From an optimization exercise on the open Yosys and OpenROAD flow, aimed at a short achievable clock period and few clock cycles; shortcuts taken in it are not production practice.
Only simulation tests tie the RTL to the original design; equivalence was not proved.
Power is estimated from default activity; no workload was simulated.

==> inputs of 05-22 <==
## sht1x_engine
module sht1x_engine (
    input  wire        clk,
    input  wire        rst,           
    input  wire        req_valid,
    input  wire [15:0] req_word,
    output wire        busy,
    output reg         done,
    output reg  [2:0]  rsp_err,
    output reg  [15:0] rsp_val,
    output reg         ev_valid,
    output reg  [1:0]  ev_kind,
    output reg         ev_pin,
    output reg         ev_val,
    output reg  [1:0]  ev_sleep,
    input  wire        ev_ready,
    input  wire        data_in
);
export LEC_CHECK = 0
export ABC_CLOCK_PERIOD_IN_PS = 1500
export CAP_MARGIN = 20
export CORE_MARGIN = 2
export CORE_UTILIZATION = 40
export PLACE_DENSITY = 0.6
export SLEW_MARGIN = 20
export SYNTH_HIERARCHICAL = 1
create_clock -name core_clock -period 10.0 [get_ports {clk}]
standard.sh (not shown) runs the stock make flow with config.mk's settings and CLKGATE_MAP_FILE= SYNTH_SCRIPT=/design/flow/synth_recipe.tcl, a recipe that flattens the netlist after the stock synthesis.
==> flow/flow/run.sh <==
#!/bin/bash
set -euo pipefail
MARGIN=${MARGIN:-7.5}
bash standard.sh synth > flow_synth.log 2>&1
bash standard.sh SETUP_SLACK_MARGIN=$MARGIN finish > flow_layout.log 2>&1
test -s out/final.def
==> 05-05 (differences from 05-22) <==
--- a/flow/design.v
+++ b/flow/design.v
@@ -154,14 +154,24 @@
     reg        last;
     reg [11:0] ph;
     reg [6:0]  pr;
     reg [3:0]  cnt;
     reg        ack;
     reg [7:0]  sbyte;
+    reg        idle_i, evn_i, evp_i, evv_i;
+    reg  [1:0] evk_i, evs_i;
     assign busy = busy_r;
-    wire fire = ev_valid & ev_ready;
+    wire fire = ~evn_i & ev_ready;
+    reg        in_dec;       
+    reg        skip_q;       
+    reg  [7:0] t_acc, t_einfo;
+    reg  [3:0] t_cfg;
+    reg        t_own;
+    reg  [2:0] t_err;
+    wire match = (req_word == {opc, imm});
+    wire skip  = idle_i & req_valid & ~skip_q & match;
     wire [11:0] a_ph;
     wire [3:0]  a_cnt;
     wire        a_ack, a_last, a_pin, a_val;
     wire [7:0]  a_sbyte;
     wire [1:0]  a_kind, a_sleep;
     sht1x_link u_link (
@@ -201,13 +211,13 @@
                 .ac_done(ac_done), .ac_rd(ac_rd), .ac_getb(ac_getb), .ac_sendb(ac_sendb),
                 .ac_settle(ac_settle), .ac_byte(ac_byte), .cmd_byte(cmd_byte),
                 .fail_op(fail_op), .polls(polls), .p35(p35), .crc_bad(crc_bad),
                 .wide(wide), .cs(cs),
                 .sr(sr), .acc(acc), .cmd(cmd), .dat(dat), .crx(crx), .cfg(cfg),
                 .own(own), .stale(stale), .err(err), .einfo(einfo), .fsm(fsm), .pins(pins),
-                .ev_kind(ev_kind), .ev_pin(ev_pin), .ev_val(ev_val),
+                .ev_kind(~evk_i), .ev_pin(~evp_i), .ev_val(~evv_i),
                 .a_ph(a_ph), .a_cnt(a_cnt), .a_ack(a_ack), .a_sbyte(a_sbyte), .a_last(a_last),
                 .a_kind(a_kind), .a_pin(a_pin), .a_val(a_val), .a_sleep(a_sleep),
                 .pr(pr),
                 .done_n(f_done[g]), .busy_n(f_busy[g]), .rsp_err_n(f_rsp_err[g]),
                 .rsp_val_n(f_rsp_val[g]), .err_n(f_err[g]), .einfo_n(f_einfo[g]),
                 .fsm_n(f_fsm[g]), .sr_n(f_sr[g]), .acc_n(f_acc[g]), .cmd_n(f_cmd[g]),
@@ -256,107 +266,139 @@
         .k_init_n(d_k_init), .k_sendcmdm_n(d_k_sendcmdm), .k_await_n(d_k_await),
         .k_srread_n(d_k_srread), .k_sendb_n(d_k_sendb), .k_getb_n(d_k_getb),
         .ac_done_n(d_ac_done), .ac_rd_n(d_ac_rd), .ac_getb_n(d_ac_getb),
         .ac_sendb_n(d_ac_sendb), .ac_settle_n(d_ac_settle),
         .ev_valid_n(d_ev_valid), .ev_val_n(d_ev_val), .last_n(d_last), .pr_n(d_pr)
     );
+    reg        busy_nx, ev_valid_nx, ev_pin_nx, ev_val_nx;
+    reg  [1:0] ev_kind_nx, ev_sleep_nx;
+    always @(*) begin
+        busy_nx     = ~idle_i;
+        ev_valid_nx = ~evn_i;
+        ev_kind_nx  = ~evk_i;
+        ev_pin_nx   = ~evp_i;
+        ev_val_nx   = ~evv_i;
+        ev_sleep_nx = ~evs_i;
+        if (rst) begin
+            busy_nx     = 1'b0;
+            ev_valid_nx = 1'b0;
+            ev_kind_nx  = 2'd0;
+            ev_pin_nx   = 1'b0;
+            ev_val_nx   = 1'b0;
+            ev_sleep_nx = 2'd0;
+        end else if (idle_i) begin
+            if (req_valid) begin
+                busy_nx     = ~skip | d_busy;
+                ev_valid_nx = skip & d_ev_valid;
+                ev_kind_nx  = 2'd0;
+                ev_pin_nx   = 1'b1;
+                ev_val_nx   = d_ev_val;
+                ev_sleep_nx = 2'd0;
+            end
+        end else if (fire) begin
+            busy_nx     = data_in ? f_busy[1]     : f_busy[0];
+            ev_valid_nx = data_in ? f_ev_valid[1] : f_ev_valid[0];
+            ev_kind_nx  = data_in ? f_ev_kind[1]  : f_ev_kind[0];
+            ev_pin_nx   = data_in ? f_ev_pin[1]   : f_ev_pin[0];
+            ev_val_nx   = data_in ? f_ev_val[1]   : f_ev_val[0];
+            ev_sleep_nx = data_in ? f_ev_sleep[1] : f_ev_sleep[0];
+        end else if (in_dec) begin
+            busy_nx     = d_busy;
+            ev_valid_nx = d_ev_valid;
+            ev_kind_nx  = 2'd0;
+            ev_pin_nx   = 1'b1;
+            ev_val_nx   = d_ev_val;
+            ev_sleep_nx = 2'd0;
+        end
+    end
+    always @(posedge clk) begin
+        busy_r   <= busy_nx;
+        ev_valid <= ev_valid_nx;
+        ev_kind  <= ev_kind_nx;
+        ev_pin   <= ev_pin_nx;
+        ev_val   <= ev_val_nx;
+        ev_sleep <= ev_sleep_nx;
+        idle_i   <= ~busy_nx;
+        evn_i    <= ~ev_valid_nx;
+        evk_i    <= ~ev_kind_nx;
+        evp_i    <= ~ev_pin_nx;
+        evv_i    <= ~ev_val_nx;
+        evs_i    <= ~ev_sleep_nx;
+        done     <= ~rst & (idle_i ? (skip & d_done) :
+                                fire   ? (data_in ? f_done[1] : f_done[0]) : (in_dec & d_done));
+        in_dec   <= ~rst & idle_i & req_valid & ~skip;
+        skip_q   <= ~rst & skip;
+    end
     always @(posedge clk) begin
         if (rst) begin
             sr       <= 8'h00;
-            acc      <= 8'h00;
             cmd      <= 8'h00;
             dat      <= 16'h0000;
             crx      <= 8'h00;
-            cfg      <= 4'h0;
-            own      <= 1'b0;
             stale    <= 1'b0;
-            err      <= 3'd0;
-            einfo    <= 8'h00;
             fsm      <= 4'd0;
             pins     <= 4'h0;
-            busy_r   <= 1'b0;
-            done     <= 1'b0;
-            ev_valid <= 1'b0;
-            ev_kind  <= 2'd0;
-            ev_pin   <= 1'b0;
-            ev_val   <= 1'b0;
-            ev_sleep <= 2'd0;
-        end else if (!busy_r) begin
-            done     <= 1'b0;
-            if (req_valid)
-                busy_r <= 1'b1;
+        end else if (idle_i) begin
         end else if (fire) begin
             sr       <= f_sr[0];
-            acc      <= f_acc[0];
             cmd      <= f_cmd[0];
             dat      <= f_dat[0];
             crx      <= f_crx[0];
-            cfg      <= f_cfg[0];
-            own      <= f_own[0];
             stale    <= f_stale[0];
             pins     <= f_pins[0];
-            err      <= data_in ? f_err[1]      : f_err[0];
-            einfo    <= data_in ? f_einfo[1]    : f_einfo[0];
             fsm      <= data_in ? f_fsm[1]      : f_fsm[0];
-            busy_r   <= data_in ? f_busy[1]     : f_busy[0];
-            done     <= data_in ? f_done[1]     : f_done[0];
-            ev_valid <= data_in ? f_ev_valid[1] : f_ev_valid[0];
-            ev_kind  <= data_in ? f_ev_kind[1]  : f_ev_kind[0];
-            ev_pin   <= data_in ? f_ev_pin[1]   : f_ev_pin[0];
-            ev_val   <= data_in ? f_ev_val[1]   : f_ev_val[0];
-            ev_sleep <= data_in ? f_ev_sleep[1] : f_ev_sleep[0];
-        end else if (st[T_DEC]) begin
-            acc      <= d_acc;
-            cfg      <= d_cfg;
-            own      <= d_own;
-            err      <= d_err;
-            einfo    <= d_einfo;
-            busy_r   <= d_busy;
-            done     <= d_done;
-            ev_valid <= d_ev_valid;
-            ev_kind  <= 2'd0;
-            ev_pin   <= 1'b1;
-            ev_val   <= d_ev_val;
-            ev_sleep <= 2'd0;
         end
     end
     always @(posedge clk) begin
-        rsp_err <= st[T_DEC] ? d_rsp_err : data_in ? f_rsp_err[1] : f_rsp_err[0];
-        rsp_val <= st[T_DEC] ? d_rsp_val : data_in ? f_rsp_val[1] : f_rsp_val[0];
+        if (rst) begin
+            acc   <= 8'h00;
+            cfg   <= 4'h0;
+            own   <= 1'b0;
+            err   <= 3'd0;
+            einfo <= 8'h00;
+        end else if (skip_q) begin
+            acc   <= t_acc;
+            cfg   <= t_cfg;
+            own   <= t_own;
+            err   <= t_err;
+            einfo <= t_einfo;
+        end else if (idle_i) begin
+        end else if (fire) begin
+            acc   <= f_acc[0];
+            cfg   <= f_cfg[0];
+            own   <= f_own[0];
+            err   <= data_in ? f_err[1]   : f_err[0];
+            einfo <= data_in ? f_einfo[1] : f_einfo[0];
+        end else if (in_dec) begin
+            acc   <= d_acc;
+            cfg   <= d_cfg;
+            own   <= d_own;
+            err   <= d_err;
+            einfo <= d_einfo;
+        end
+        t_acc   <= d_acc;
+        t_cfg   <= d_cfg;
+        t_own   <= d_own;
+        t_err   <= d_err;
+        t_einfo <= d_einfo;
     end
     always @(posedge clk) begin
-        if (!busy_r) begin
-            if (req_valid) begin
-                opc     <= req_word[15:8];
-                imm     <= req_word[7:0];
-                q_oh    <= p_oh;
-                q_legal <= p_legal;
-                q_free  <= p_free;
-                q_unk   <= p_unk;
-                q_timm  <= p_timm;
-                q_rsel  <= p_rsel;
-                st    <= 21'd1 << T_DEC;
-                recov <= 1'b0;
-            end
-        end else if (fire) begin
-            cs       <= f_cs[0];
-            fail_op  <= f_fail_op[0];
-            recov    <= f_recov[0];
-            cmd_byte <= f_cmd_byte[0];
-            polls    <= f_polls[0];
-            p35      <= f_p35[0];
-            smp      <= data_in ? f_smp[1]      : f_smp[0];
-            rx       <= data_in ? f_rx[1]       : f_rx[0];
-            st       <= data_in ? f_st[1]       : f_st[0];
-            last     <= data_in ? f_last[1]     : f_last[0];
-            ph       <= data_in ? f_ph[1]       : f_ph[0];
-            pr       <= data_in ? f_pr[1]       : f_pr[0];
-            cnt      <= data_in ? f_cnt[1]      : f_cnt[0];
-            ack      <= data_in ? f_ack[1]      : f_ack[0];
-            sbyte    <= data_in ? f_sbyte[1]    : f_sbyte[0];
-        end else if (st[T_DEC]) begin
+        rsp_err <= (idle_i | in_dec) ? d_rsp_err : data_in ? f_rsp_err[1] : f_rsp_err[0];
+        rsp_val <= (idle_i | in_dec) ? d_rsp_val : data_in ? f_rsp_val[1] : f_rsp_val[0];
+    end
+    always @(posedge clk) begin
+        opc     <= req_word[15:8];
+        imm     <= req_word[7:0];
+        q_oh    <= p_oh;
+        q_legal <= p_legal;
+        q_free  <= p_free;
+        q_unk   <= p_unk;
+        q_timm  <= p_timm;
+        q_rsel  <= p_rsel;
+        if (idle_i | in_dec) begin
+            recov      <= 1'b0;
             st         <= d_st;
             cmd_byte   <= d_cmd_byte;
             ac_byte    <= d_ac_byte;
             wide       <= d_wide;
             cs         <= 2'd0;
             k_init     <= d_k_init;
@@ -373,12 +415,28 @@
             last       <= d_last;
             ph         <= 12'd1;
             pr         <= d_pr;
             cnt        <= 4'd0;
             ack        <= 1'b0;
             sbyte      <= imm;
+        end else if (fire) begin
+            cs       <= f_cs[0];
+            fail_op  <= f_fail_op[0];
+            recov    <= f_recov[0];
+            cmd_byte <= f_cmd_byte[0];
+            polls    <= f_polls[0];
+            p35      <= f_p35[0];
+            smp      <= data_in ? f_smp[1]      : f_smp[0];
+            rx       <= data_in ? f_rx[1]       : f_rx[0];
+            st       <= data_in ? f_st[1]       : f_st[0];
+            last     <= data_in ? f_last[1]     : f_last[0];
+            ph       <= data_in ? f_ph[1]       : f_ph[0];
+            pr       <= data_in ? f_pr[1]       : f_pr[0];
+            cnt      <= data_in ? f_cnt[1]      : f_cnt[0];
+            ack      <= data_in ? f_ack[1]      : f_ack[0];
+            sbyte    <= data_in ? f_sbyte[1]    : f_sbyte[0];
         end
         crc_bad <= ({acc[0], acc[1], acc[2], acc[3], acc[4], acc[5], acc[6], acc[7]} != crx);
     end
 endmodule
 module sht1x_pre (
     input  wire [15:0] word,
- CORE_UTILIZATION: 40 -> 65
- PLACE_DENSITY: 0.6 -> 0.8
==> comparison table <==
metric	05-22	05-05
Non-Filler Cell Area, Final	23,000 sq um	23,900 sq um
Share of final layout cell area taken by clock buffers and inverters	4.47%	4.81%
Multi-input combinational cell count	1,588	1,727
Clock group	1.20 mW	1.29 mW
Site row count	79	63
Final net count	2,179	2,362
Met3 demand-to-capacity share in global routing	4.93%	11.8%
Estimated wirelength of the detail-placed design	44,900 microns	43,600 microns
Critical path's slowest cell	sky130_fd_sc_hd__dfxtp_4	sky130_fd_sc_hd__dfxtp_1
Clock group share of total power	37.8%	38.1%
Termination of the worst setup path	ev_pin	rsp_val[6]
Number of stages on the worst hold path	1	0
Synthesized cell area	18,800 sq um	19,300 sq um
Fin cells	2,781	2,751
Highest routed metal layer	met4	met5
# fillers	4,223	1,758
Latest clock arrival within the worst-skew pair	610 ps	560 ps
Mapped Avg Cell Area	9.02 sq um	8.50 sq um
Status	no timing/DRC/antenna violations	no timing/DRC/antenna violations
Upper clock frequency limit	324 MHz	329 MHz
FF-to-FF Start	cs[1]	st[20]
Least-Margin Pin Slew	913 ps	833 ps
Testbench counts of 05-22, summed over its fixed seeds: cycles 328,989.
Testbench counts of 05-05, summed over its fixed seeds: cycles 327,133.

[afterwards: timing with drivers on the ports]
How much do the figures lean on ideal ports? The routed layouts below were timed once more, with nothing changed but the port constraints. Step 1 assumes that a clkbuf_16 drives the clock port and a buf_2 every other input. Step 2 also shifts input and output timing later by t, the mid clock arrival at the registers, as if the neighbouring blocks saw the same clock. a / b / c = ideal ports / drivers / drivers and shift; a / b = the first two.
run	t, ns	setup WS [ns]	worst hold slack (ns)
05-22	0.645	6.918 / 6.864 / 6.602	0.473 / 0.473 / 0.473
05-05	0.604	6.960 / 6.905 / 6.506	0.448 / 0.448 / 0.448
After both steps every run listed still meets setup and hold. The setup slack of 05-05, which loses most, moves by -0.055 ns with the drivers and by -0.454 ns with both steps.
